Context: an optimization exercise on an open-source flow, tuned for a short achievable clock period. The choices shown serve that exercise and are no tape-out recipe. The clock port is modelled as an ideal driver, which makes a skipped or thinned clock tree look cheaper than it is; a real chip needs a root buffer or a tree. Power and IR drop assume default switching activity.

## the reference run
Design ccsds_rx, start of the top module:
module ccsds_rx (
    input  wire        clk,
    input  wire        rst,             
    input  wire        in_valid,
    input  wire [7:0]  in_byte,
    input  wire        in_kind,         
    input  wire [8:0]  in_blen,         
    output reg         out_valid,
    output reg  [7:0]  out_byte,
    output reg         out_vc,          
    output reg         done,
    output reg  [1:0]  status,          
    output reg         frame_kind,
    output reg  [8:0]  frame_len,
    output reg  [7:0]  data_len,
    output reg  [15:0] ecf,
    output wire        bp_type,
    output wire [6:0]  bp_apid,
    output wire        bp_ecf_flag,
    output wire [3:0]  tf_tfvn,
    output wire [15:0] tf_scid,
    output wire        tf_sdid,
    output wire [5:0]  tf_vcid,
    output wire [3:0]  tf_mapid,
    output wire        tf_end_flag,
    output wire        tf_bypass,
    output wire        tf_command,
    output wire        tf_ocf,
    output wire [2:0]  tf_vc_length,
    output wire [2:0]  tf_constr_rule,
    output wire [4:0]  tf_protocol_id
);
export LEC_CHECK = 0
export ABC_CLOCK_PERIOD_IN_PS = 1100
export CAP_MARGIN = 20
export CORE_MARGIN = 2
export CORE_UTILIZATION = 60
export SETUP_SLACK_MARGIN = 3.0
export SLEW_MARGIN = 20
export TNS_END_PERCENT = 100
create_clock -name core_clock -period 4.0 [get_ports {clk}]
standard.sh (not shown) runs the stock make flow with config.mk's settings and CLKGATE_MAP_FILE= SYNTH_SCRIPT=/design/flow/synth_recipe.tcl, a recipe that flattens the netlist after the stock synthesis.
==> flow/flow/run.sh <==
#!/bin/bash
# The standard layout (standard.sh), with one change: the clock tree is built
# by flow/clocktree.tcl (run as ORFS's pre-CTS hook) in place of
# clock_tree_synthesis: the clock port drives 4 root inverters, each drives
# 8 leaf inverters, each a compact group of flip-flops, so every flip-flop
# sees the clock through two inversions. All of make's output goes to
# flow_make.log; each ORFS step keeps its own log under orfs/logs.
set -euo pipefail
export PRE_CTS_TCL="$PWD/flow/clocktree.tcl"
export CT_ROOTS=4 CT_LEAVES=32
export CT_ROOT_CELL=sky130_fd_sc_hd__clkinv_16 CT_LEAF_CELL=sky130_fd_sc_hd__clkinv_8
bash standard.sh finish > flow_make.log 2>&1
Other scripts of this flow, unchanged in this note and not shown: flow/flow/clocktree.tcl
Here is what was changed in the inputs of the trial run compared with the reference run.
-- flow/design.v --
<<< the reference run, line 94
        end
    endfunction
    function lt5;                         
        input [4:0] a, b;
>>> the trial run, line 94
        end
    endfunction
    function [4:0] sub3_5;                
        input [4:0] x;
        integer k;
        begin
            sub3_5 = 5'd0;
            for (k = 0; k < 32; k = k + 1)
                if (x == k) sub3_5 = k - 3;
        end
    endfunction
    function lt5;                         
        input [4:0] a, b;
<<< the reference run, line 145
        s_tf_him1   <= dec5(in_blen[8:4], 2'd1);
        s_tf_him2   <= dec5(in_blen[8:4], 2'd2);
        s_tf_him3   <= dec5(dec5(in_blen[8:4], 2'd2), 2'd1);
        s_tf_hz2    <= (in_blen[8:4] == 5'd2);
        s_tf_hz     <= (in_blen[8:4] == 5'd0);
        s_tf_oh     <= 16'd1 << in_blen[3:0];
>>> the trial run, line 154
        s_tf_him1   <= dec5(in_blen[8:4], 2'd1);
        s_tf_him2   <= dec5(in_blen[8:4], 2'd2);
        s_tf_hz2    <= (in_blen[8:4] == 5'd2);
        s_tf_him3   <= sub3_5(in_blen[8:4]);
        s_tf_hz     <= (in_blen[8:4] == 5'd0);
        s_tf_oh     <= 16'd1 << in_blen[3:0];
<<< the reference run, line 154
        s_bp_him1   <= dec5({2'b00, in_byte[6:4]}, 2'd1);
        s_bp_him2   <= dec5({2'b00, in_byte[6:4]}, 2'd2);
        s_bp_him3   <= dec5(dec5({2'b00, in_byte[6:4]}, 2'd2), 2'd1);
        s_bp_hz2    <= (in_byte[6:4] == 3'd2);
        s_bp_hz     <= (in_byte[6:4] == 3'd0);
        s_bp_hz1    <= (in_byte[6:4] == 3'd1);
>>> the trial run, line 163
        s_bp_him1   <= dec5({2'b00, in_byte[6:4]}, 2'd1);
        s_bp_him2   <= dec5({2'b00, in_byte[6:4]}, 2'd2);
        s_bp_hz2    <= (in_byte[6:4] == 3'd2);
        s_bp_him3   <= sub3_5({2'b00, in_byte[6:4]});
        s_bp_hz     <= (in_byte[6:4] == 3'd0);
        s_bp_hz1    <= (in_byte[6:4] == 3'd1);
<<< the reference run, line 233
    reg [8:0]  fn;              
    reg        fn_lt4, fn_lt7, fn_gt256;
    reg        fkind;
    always @(posedge clk) begin
>>> the trial run, line 242
    reg [8:0]  fn;              
    reg        fn_lt4, fn_lt7, fn_gt256;
    reg        h4_big, h4_b0, h5_nz;    
    reg        fkind;
    always @(posedge clk) begin
<<< the reference run, line 245
        hdr3  <= ((t0_hsel[3]) ? (t0_b) : (hdr3));
        hdr4  <= ((t0_hsel[4]) ? (t0_b) : (hdr4));
        hdr5  <= ((t0_hsel[5]) ? (t0_b) : (hdr5));
        hdr6  <= ((t0_hsel[6]) ? (t0_b) : (hdr6));
    end
>>> the trial run, line 255
        hdr3  <= ((t0_hsel[3]) ? (t0_b) : (hdr3));
        hdr4  <= ((t0_hsel[4]) ? (t0_b) : (hdr4));
        h4_big <= ((t0_hsel[4]) ? ((t0_b[7:1] != 7'd0)) : (h4_big));
        h4_b0  <= ((t0_hsel[4]) ? (t0_b[0]) : (h4_b0));
        hdr5  <= ((t0_hsel[5]) ? (t0_b) : (hdr5));
        h5_nz  <= ((t0_hsel[5]) ? ((t0_b != 8'd0)) : (h5_nz));
        hdr6  <= ((t0_hsel[6]) ? (t0_b) : (hdr6));
    end
<<< the reference run, line 285
    reg [4:0]  a_tl5;
    reg [2:0]  a_vl;
    reg        a_gthi, a_eqhi;              
    reg [3:0]  a_tlo, a_nlo;
    reg [4:0]  a_lmhi;
>>> the trial run, line 298
    reg [4:0]  a_tl5;
    reg [2:0]  a_vl;
    reg [4:0]  a_fnhi, a_tlhi;
    reg [3:0]  a_tlo, a_nlo;
    reg [4:0]  a_lmhi;
<<< the reference run, line 300
        a_n7      <= fn_lt7;
        a_n256    <= fn_gt256;
        a_tlbig   <= (tl[15:9] != 7'd0) | (tl[8] & (tl[7:0] != 8'd0));
        a_tlhz    <= (tl[15:5] == 11'd0);
        a_tl5     <= tl[4:0];
        a_vl      <= vl;
        a_gthi    <= lt5(fn[8:4], tl[8:4]);
        a_eqhi    <= (tl[8:4] == fn[8:4]);
        a_tlo     <= tl[3:0];
        a_nlo     <= fn[3:0];
>>> the trial run, line 313
        a_n7      <= fn_lt7;
        a_n256    <= fn_gt256;
        a_tlbig   <= h4_big | (h4_b0 & h5_nz);
        a_tlhz    <= (tl[15:5] == 11'd0);
        a_tl5     <= tl[4:0];
        a_vl      <= vl;
        a_fnhi    <= fn[8:4];
        a_tlhi    <= tl[8:4];
        a_tlo     <= tl[3:0];
        a_nlo     <= fn[3:0];
<<< the reference run, line 327
            e_lenerr0 <= a_n4 | a_n7 | a_tlbig;
        e_tlsmall <= a_tlhz & lt10v(a_tl5, a_vl);
        e_tlgtn <= a_gthi | (a_eqhi & lt5({1'b0, a_nlo}, {1'b0, a_tlo}));
        e_lm2   <= {dec5(a_lmhi, {1'b0, a_lm2b}), a_lm2lo};
        e_lm1   <= {dec5(a_lmhi, {1'b0, a_lm1b}), a_lm1lo};
>>> the trial run, line 340
            e_lenerr0 <= a_n4 | a_n7 | a_tlbig;
        e_tlsmall <= a_tlhz & lt10v(a_tl5, a_vl);
        e_tlgtn <= lt5(a_fnhi, a_tlhi) | ((a_fnhi == a_tlhi) & lt5({1'b0, a_nlo}, {1'b0, a_tlo}));
        e_lm2   <= {dec5(a_lmhi, {1'b0, a_lm2b}), a_lm2lo};
        e_lm1   <= {dec5(a_lmhi, {1'b0, a_lm1b}), a_lm1lo};
Findings:
- The trial run | status: complete | timing, DRC, antenna: pass
- Against the reference run, total number of nets in the final design in the trial run fell slightly.
- Comparing the trial run and the reference run, total power after layout is lower on the reference run.
- The sequential share of cell area reported for the trial run is greater than that of the reference run by 0.56 points.
- As far as count of cells along the worst register-to-register path goes, the trial run and the reference run are indistinguishable; the numbers are identical.
- The trial run ends up with higher met1 track demand over resource in global routing than the reference run does.
Function was not checked in any run of this note: the RTL went through the layout flow alone. In every run of this note, the design's own scripts or RTL, not TritonCTS, make the clock network.

-- afterwards: timing with drivers on the ports --
The results above use ideal ports. As a check the final layouts listed here were re-extracted and re-timed, cells and wires unchanged. Step 1 sets driving cells, clkbuf_16 on the clock port and buf_2 on the other inputs (assumed; they add their load-dependent delay and slew). Step 2 adds t to the input delays and takes it off the output delays; t is the mean of the earliest and latest rising clock arrival at the registers after step 1. Input paths then give back, and output paths get back, about the clock's delay inside the block. Three values: no drivers, after step 1, after step 2; two values: the first two.
run | t, ns | setup slack, ns | worst setup path at the end | slew at the worst register clock pin (ns) | worst data-port slew with drivers (ns)
the reference run | 0.465 | 2.478 / 2.252 / 2.197 | input to register | 0.08 / 0.08 | 0.08
the trial run | 0.468 | 2.434 / 2.253 / 2.244 | input to register | 0.09 / 0.09 | 0.19
After both steps every run listed still meets setup and hold. The setup slack of the reference run, which loses most, moves by -0.226 ns with the drivers and by -0.281 ns with both steps.
